This is an optimization exercise on Yosys and OpenROAD, whose aim is small area, a short achievable clock period and few clock cycles, not a production implementation.
Function not checked in this run: the RTL went through the layout flow alone.
Power and IR drop assume default switching activity.

<file path="flow/constraint.sdc">
create_clock -name core_clock -period 10.0 [get_ports {clk}]
set_input_delay 2.0000 -clock core_clock [delete_from_list [all_inputs] [get_ports {clk}]]
set_output_delay 2.0000 -clock core_clock [all_outputs]
set_load 0.01 [all_outputs]
</file>
<file path="flow/design.v">
module byte_unescaper (
    input  wire       pending,    
    input  wire [7:0] raw,
    output wire       is_prefix,  
    output wire [7:0] value       
);
    assign is_prefix = !pending && (raw == 8'hD0);
    assign value     = pending ? raw + 8'd1 : raw;
endmodule
module byte_escaper (
    input  wire       pending,    
    input  wire [7:0] value,
    output wire       needs_esc,  
    output wire [7:0] raw         
);
    assign needs_esc = (value == 8'hD0) || (value == 8'hE0);
    assign raw = pending   ? value - 8'd1 :
                 needs_esc ? 8'hD0 : value;
endmodule
module jvs_relay (
    input  wire       clk,
    input  wire       rst,
    input  wire       host_rx_valid,
    input  wire [7:0] host_rx_data,
    output wire       host_rx_ready,
    output wire       host_tx_valid,
    output wire [7:0] host_tx_data,
    input  wire       host_tx_ready,
    input  wire       host_tx_idle,
    input  wire       bus_rx_valid,
    input  wire [7:0] bus_rx_data,
    output wire       bus_rx_ready,
    output wire       bus_tx_valid,
    output wire [7:0] bus_tx_data,
    input  wire       bus_tx_ready,
    input  wire       bus_tx_idle,
    output reg        bus_dir,
    input  wire       bus_sense,
    output reg        status,
    output reg        diag_req,
    output reg  [3:0] diag_code,
    input  wire       diag_done
);
    localparam [7:0] SYNC = 8'hE0;
    localparam [7:0] BROADCAST = 8'hFF;
    localparam [7:0] RESET_P0 = 8'hF0;
    localparam [7:0] RESET_P1 = 8'hD9;
    localparam [3:0] DIAG_STARTUP        = 4'd1;
    localparam [3:0] DIAG_HOST_CSUM      = 4'd2;
    localparam [3:0] DIAG_RESET_ABSORBED = 4'd3;
    localparam [3:0] DIAG_BUS_CSUM       = 4'd4;
    localparam [3:0] S_STARTUP         = 4'h0;
    localparam [3:0] S_AWAIT_HOST_SYNC = 4'h1;
    localparam [3:0] S_READ_HOST       = 4'h2;
    localparam [3:0] S_VALIDATE_HOST   = 4'h3;
    localparam [3:0] S_DISCARD         = 4'h4;
    localparam [3:0] S_ABSORB          = 4'h5;
    localparam [3:0] S_TX_BUS_SYNC     = 4'h6;
    localparam [3:0] S_TX_BUS_BODY     = 4'h7;
    localparam [3:0] S_TX_BUS_FLUSH    = 4'h8;
    localparam [3:0] S_AWAIT_BUS_SYNC  = 4'h9;
    localparam [3:0] S_READ_BUS        = 4'hA;
    localparam [3:0] S_VALIDATE_BUS    = 4'hB;
    localparam [3:0] S_REPORT_BUS_CSUM = 4'hC;
    localparam [3:0] S_TX_HOST_SYNC    = 4'hD;
    localparam [3:0] S_TX_HOST_BODY    = 4'hE;
    localparam [3:0] S_TX_HOST_FLUSH   = 4'hF;
    reg [3:0] state;
    reg [8:0] idx;              
    reg [7:0] csum;             
    reg       csum_ok;          
    reg       esc_rx_pending;
    reg       esc_tx_pending;
    reg [7:0] frame_buf [0:256];
    wire [7:0] length = frame_buf[1];
    wire       in_read_host = (state == S_READ_HOST);
    wire       in_read_bus  = (state == S_READ_BUS);
    wire       in_hunt_host = (state == S_AWAIT_HOST_SYNC);
    wire       in_hunt_bus  = (state == S_AWAIT_BUS_SYNC);
    assign host_rx_ready = in_hunt_host || in_read_host;
    assign bus_rx_ready  = in_hunt_bus  || in_read_bus;
    wire       rx_from_bus = in_hunt_bus || in_read_bus;
    wire       rx_fire = rx_from_bus ? (bus_rx_valid && bus_rx_ready)
                                     : (host_rx_valid && host_rx_ready);
    wire [7:0] rx_byte = rx_from_bus ? bus_rx_data : host_rx_data;
    wire       unesc_prefix;
    wire [7:0] unesc_value;
    byte_unescaper u_unesc (
        .pending   (esc_rx_pending),
        .raw       (rx_byte),
        .is_prefix (unesc_prefix),
        .value     (unesc_value)
    );
    wire [7:0] len_now   = (idx == 9'd1) ? unesc_value : length;
    wire       store_last = (idx != 9'd0) && (idx == {1'b0, len_now} + 9'd1);
    wire [7:0] tx_value = frame_buf[idx];
    wire       esc_needs;
    wire [7:0] esc_raw;
    byte_escaper u_esc (
        .pending   (esc_tx_pending),
        .value     (tx_value),
        .needs_esc (esc_needs),
        .raw       (esc_raw)
    );
    wire       send_last = (idx == {1'b0, length} + 9'd1);
    assign bus_tx_valid  = (state == S_TX_BUS_SYNC)  || (state == S_TX_BUS_BODY);
    assign host_tx_valid = (state == S_TX_HOST_SYNC) || (state == S_TX_HOST_BODY);
    assign bus_tx_data   = (state == S_TX_BUS_SYNC)  ? SYNC : esc_raw;
    assign host_tx_data  = (state == S_TX_HOST_SYNC) ? SYNC : esc_raw;
    wire is_reset_broadcast = (frame_buf[0] == BROADCAST) && (frame_buf[1] == 8'h03) &&
                              (frame_buf[2] == RESET_P0)  && (frame_buf[3] == RESET_P1);
    wire do_store = (in_read_host || in_read_bus) && rx_fire && !unesc_prefix;
    always @(posedge clk) begin
        if (do_store)
            frame_buf[idx] <= unesc_value;
    end
    always @(posedge clk) begin
        if (rst) begin
            state          <= S_STARTUP;
            idx            <= 9'd0;
            csum           <= 8'd0;
            csum_ok        <= 1'b0;
            esc_rx_pending <= 1'b0;
            esc_tx_pending <= 1'b0;
            bus_dir        <= 1'b0;
            status         <= 1'b0;
            diag_req       <= 1'b1;
            diag_code      <= DIAG_STARTUP;
        end else begin
            case (state)
                S_STARTUP, S_DISCARD, S_ABSORB: begin
                    if (diag_done) begin
                        diag_req <= 1'b0;
                        state    <= S_AWAIT_HOST_SYNC;
                    end
                end
                S_AWAIT_HOST_SYNC, S_AWAIT_BUS_SYNC: begin
                    if (rx_fire && rx_byte == SYNC) begin
                        idx   <= 9'd0;
                        csum  <= 8'd0;
                        state <= in_hunt_bus ? S_READ_BUS : S_READ_HOST;
                    end
                end
                S_READ_HOST, S_READ_BUS: begin
                    if (rx_fire) begin
                        if (unesc_prefix) begin
                            esc_rx_pending <= 1'b1;
                        end else begin
                            esc_rx_pending <= 1'b0;
                            idx            <= idx + 9'd1;
                            csum           <= csum + unesc_value;
                            if (store_last) begin
                                csum_ok <= (csum == unesc_value);
                                state   <= in_read_bus ? S_VALIDATE_BUS : S_VALIDATE_HOST;
                            end
                        end
                    end
                end
                S_VALIDATE_HOST: begin
                    if (!csum_ok) begin
                        diag_code <= DIAG_HOST_CSUM;
                        diag_req  <= 1'b1;
                        state     <= S_DISCARD;
                    end else if (is_reset_broadcast) begin
                        diag_code <= DIAG_RESET_ABSORBED;
                        diag_req  <= 1'b1;
                        state     <= S_ABSORB;
                    end else begin
                        bus_dir <= 1'b1;
                        status  <= 1'b1;
                        idx     <= 9'd0;
                        state   <= S_TX_BUS_SYNC;
                    end
                end
                S_TX_BUS_SYNC: begin
                    if (bus_tx_ready)
                        state <= S_TX_BUS_BODY;
                end
                S_TX_BUS_BODY, S_TX_HOST_BODY: begin
                    if ((state == S_TX_BUS_BODY) ? bus_tx_ready : host_tx_ready) begin
                        if (!esc_tx_pending && esc_needs) begin
                            esc_tx_pending <= 1'b1;
                        end else begin
                            esc_tx_pending <= 1'b0;
                            idx            <= idx + 9'd1;
                            if (send_last)
                                state <= (state == S_TX_BUS_BODY) ? S_TX_BUS_FLUSH
                                                                  : S_TX_HOST_FLUSH;
                        end
                    end
                end
                S_TX_BUS_FLUSH: begin
                    if (bus_tx_idle) begin
                        bus_dir <= 1'b0;
                        state   <= S_AWAIT_BUS_SYNC;
                    end
                end
                S_VALIDATE_BUS: begin
                    if (csum_ok) begin
                        idx   <= 9'd0;
                        state <= S_TX_HOST_SYNC;
                    end else begin
                        diag_code <= DIAG_BUS_CSUM;
                        diag_req  <= 1'b1;
                        state     <= S_REPORT_BUS_CSUM;
                    end
                end
                S_REPORT_BUS_CSUM: begin
                    if (diag_done) begin
                        diag_req <= 1'b0;
                        idx      <= 9'd0;
                        state    <= S_TX_HOST_SYNC;
                    end
                end
                S_TX_HOST_SYNC: begin
                    if (host_tx_ready)
                        state <= S_TX_HOST_BODY;
                end
                S_TX_HOST_FLUSH: begin
                    if (host_tx_idle) begin
                        status <= 1'b0;
                        state  <= S_AWAIT_HOST_SYNC;
                    end
                end
                default: state <= S_STARTUP;
            endcase
        end
    end
    wire unused_sense = bus_sense;
endmodule
</file>
<file path="flow/run.sh">
#!/bin/bash
# synth_recipe.tcl (not shown) runs the flow's synth.tcl, then flattens the netlist and writes it again
# the make line also repeats each setting of config.mk as NAME=value (left out here)
make -C /OpenROAD-flow-scripts/flow DESIGN_CONFIG=/design/flow/config.mk WORK_HOME=/design/flow/orfs CLKGATE_MAP_FILE= SYNTH_SCRIPT=/design/flow/synth_recipe.tcl finish
</file>
<file path="flow/config.mk">
export PLATFORM = sky130hd
export DESIGN_NAME = jvs_relay
export DESIGN_NICKNAME = jvs_relay
export VERILOG_FILES = /design/flow/design.v
export SDC_FILE = /design/flow/constraint.sdc
export NUM_CORES = 4
export LEC_CHECK = 0
export CAP_MARGIN = 20
export CORE_MARGIN = 2
export CORE_UTILIZATION = 40
export SLEW_MARGIN = 20
</file>
==> impl_metrics.yaml <==
critical_path:
  startpoint_type: "flip-flop"
  cp_max_fo: 28
  cp.arrival_ns: 6.86
  reg2reg_depth: 16
  path_cells: "buf_4, mux4_2, mux4_2, mux2i_1, mux4_2, a211oi_1, a211oi_2, ha_1, inv_1, a2111oi_4, nand4b_1, o211a_1, a211oi_1, clkdlybuf4s50_1"
  path_class: "flip-flop to output port"
  worstSetupEndpointType: "output port"
  slowest_delay_ns: 0.85
  rrSetupSlack_ns: 3.69
  r2r_end: "state[0]"
  r2r-start: "state[3]"
  path_common_cell: "mux4_2"
  worst_ep_required_time_ns: 8.00
  critPathSlowestCell: "dfxtp_4"
place:
  dp_hpwl_mm: 147
  port_buffers: 50
  dpl_cell_area_um2: 88800
  gp_congestion: 0.896
synthesis:
  synth.distinct_cells: 93
  yosysWarningCount: 1
  synth_area_leaders: "edfxtp_1 (73%), mux4_2 (14%), mux2i_1 (1.7%)"
  synth.most_common_cell: "edfxtp_1"
  synth-xor-area-share: 0.00381
  synth_edf_count: 2080
  ys_ff_latch: 2119
  yosys.area_share.simple: 0.0445
  yosys-top-cells-count: "edfxtp_1 (2080), mux4_2 (522), nor2_1 (352), nand2_1 (158), mux2i_1 (148)"
  synth_fa_ha_area_frac: 0.00273
  ys_seq_area_frac: 0.743
  synthFlopType: "edfxtp_1"
  avgSynthCellArea_um2: 19.7
  syn-cell-area_um2: 85100
  synth_top_area_cell: "edfxtp_1"
  syn_nets: 4361
  synth_top_family_by_area: "multiplexers"
  synth.top_cell.area_share: 0.734
  synth_compound_area_frac: 0.0287
  synthMuxAreaShare: 0.158
  syn_inst: 4317
  async_reset_ff_frac: 0
cells_and_area:
  drive_above_1_share: 0.215
  fin_nets: 4475
  fin_area_um2: 95500
  area_growth_pct: 12.2
  final_core_util: 0.451
clocking:
  root_buffer: "clkbuf_16"
  numCtsBuffers: 208
  ctsHoldBuffers: 0
  post_cts_buffers: 0
  cts_resized: 0
  clock_latency_ns: 0.89
  cts_buffer_depth: 3
  clock_sinks: 2119
  cts-htree-levels: 4
  clkTransAtPathRegs_ns: 0.06
  cts_tree: "yes"
timing:
  timing.final.crit_period_ns: 8.86
  tightest_slew_ns: 1.14
  slew_violations: 0
  hold_viol_final: 0
  setup_tns_ns: 0
  skew_ns: 0.0670
  rsz0062_at_grt: "no"
  slew-limit-headroom: 0.235
  max_freq_mhz: 113
  post-route-period-util: 0.886
  setup_viol_count_final: 0
worst_hold_path:
  min_to: "diag_code[0]"
  hold_depth: 2
  holdCritPathClass: "flip-flop to flip-flop"
  hold_start: "diag_code[0]"
global_routing:
  grt-ovfl-total: 0
  use_met2: 0.333
  antenna_found_initial: 9
  grt_most_used_layer: "met2"
  grt_max_degree: 217
  met1_usage: 0.312
  grt_usage: 0.216
  grt_util_met3: 0.0399
  grt_pass1_vias: 43400
  grt_pass1_wl_mm: 334
job:
  maxCapViolCount: 0
floorplanning:
  start_util: 0.402
  rows: 169
  dieWidth_um: 465
  core_um2: 212000
  design.die.area_um2: 216000
  die_height_um: 465
  ios: 53
detailed_routing:
  viasPerCell: 5.98
  antenna_left: 0
  via_count: 44400
  drt-initial-drc-count: 6002
  firstDrtPassIters: 6
  wl_per_cell_um: 31.7
  routed_wl_mm: 236
  drc: 0
power_and_ir_drop:
  peakVddDrop_uv: 198
  p_leak_nw: 28.3
  power_density_nw_per_um2: 192
outcome:
  status: "no timing/DRC/antenna violations"
[worst max-delay path, delay by kind of cell, from the launching register on]
family	cells	cell delay (ns)
AND/OR/NAND/NOR	1	0.25
AO/OA/AOI/OAI	5	1.66
adder cells (fa/ha/maj)	1	0.25
buffers and inverters	3	1.27
flip-flops	1	0.85
multiplexers	4	1.62
[layout by cell type, fill, tap and decap left out, drive strengths merged, types with 43 or more instances in the layout]
| master | n |
|---|---|
| clkinv | 93 |
| nand2 | 158 |
| buf | 105 |
| mux2i | 148 |
| inv | 43 |
| a22oi | 73 |
| mux4 | 522 |
| clkbuf | 260 |
| a21oi | 56 |
| nor2 | 352 |
| clkdlybuf4s50 | 50 |
| edfxtp | 2080 |
| nand3 | 91 |
[cell families after synthesis]
logic type / Yosys count
AO/OA/AOI/OAI: 344
XOR/XNOR: 37
adder cells (fa/ha/maj): 18
buffers and inverters: 288
flip-flops: 2119
multiplexers: 691
other: 1
AND/OR/NAND/NOR: 819
[flip-flops by register name, indices dropped and copies added, names as in the netlist, 3 cells and up, named ones only]
name and count:
csum 8, diag_code 3, frame_buf 2080, idx 9, state 4
[power by group]
| group | total [mW] | internal, mW | switching, mW |
|---|---|---|---|
| Clock | 7.71 | 4.31 | 3.41 |
| Sequential | 9.79 | 9.76 | 0.0319 |
| Combinational | 0.872 | 0.336 | 0.536 |
[layout make-up]
class                           count  area [um2]
Sequential cell                  2119       63300
Multi-Input combinational cell   1910       20400
Antenna cell                        5        12.5
Clock inverter                    118        1220
Fill cell                       17900      116000
Clock buffer                      260        5430
Timing Repair Buffer              155        1480
Tap cell                         2821        3530
Inverter                           37         164
[per-layer routing]
metal | up-vias | routed length, um
li1 | 18000 | -
met1 | 23800 | 97000
met2 | 2247 | 110000
met3 | 377 | 22000
met4 | 2 | 6970
met5 | - | 20
[how the worst max path moves through the flow]
stage / endpoint / slack (ns) / cells past startpoint
final: host_tx_data[4] / 1.14 / 14
after global routing: bus_tx_data[4] / 0.84 / 14
after CTS: bus_tx_data[4] / 1.12 / 14
after detailed placement: bus_tx_data[4] / 2.05 / 14
after global placement: host_tx_data[4] / 2.05 / 14
after floorplan: state[0] / 1.10 / 10
[metrics by stage]
step | hold slack [ns] | worst slack [ns] | std cells | power, mW
final | 0.487 | 1.14 | 7425 | 18.4
after global routing | 0.509 | 0.840 | 7420 | 18.9
after CTS | 0.493 | 1.12 | 7420 | 18.5
after detailed placement | 0.478 | 2.05 | 7042 | 10.9
after global placement | 0.479 | 2.05 | 7041 | 10.8
after floorplan | 0.472 | 1.10 | 4317 | 10.6

separate check: timing with driven ports:
No port has a modelled driver above. Below, the same layout with a new extraction and two added sets of constraints.
Step 1 (the two cells are an assumption about what drives the block):
set clk [get_ports {clk}]
set_driving_cell -lib_cell sky130_fd_sc_hd__clkbuf_16 $clk
set_driving_cell -lib_cell sky130_fd_sc_hd__buf_2 [delete_from_list [all_inputs] $clk]
Step 2 moves the port delays by t, midway between the first and last clock arrival at a register: inputs arrive t later, outputs are due t later. That takes back most of the time a late clock gives input paths.
Slacks: ideal / step 1 / step 2; pairs: ideal / step 1.
t (ns): 0.945
slack for setup (ns): 1.137 / 1.045 / 1.990
latest minus earliest clock arrival (ns): 0.067 / 0.068
After both steps this run still meets setup and hold. For this run, drivers alone change the setup slack by -0.092 ns; drivers and shift together by +0.853 ns.
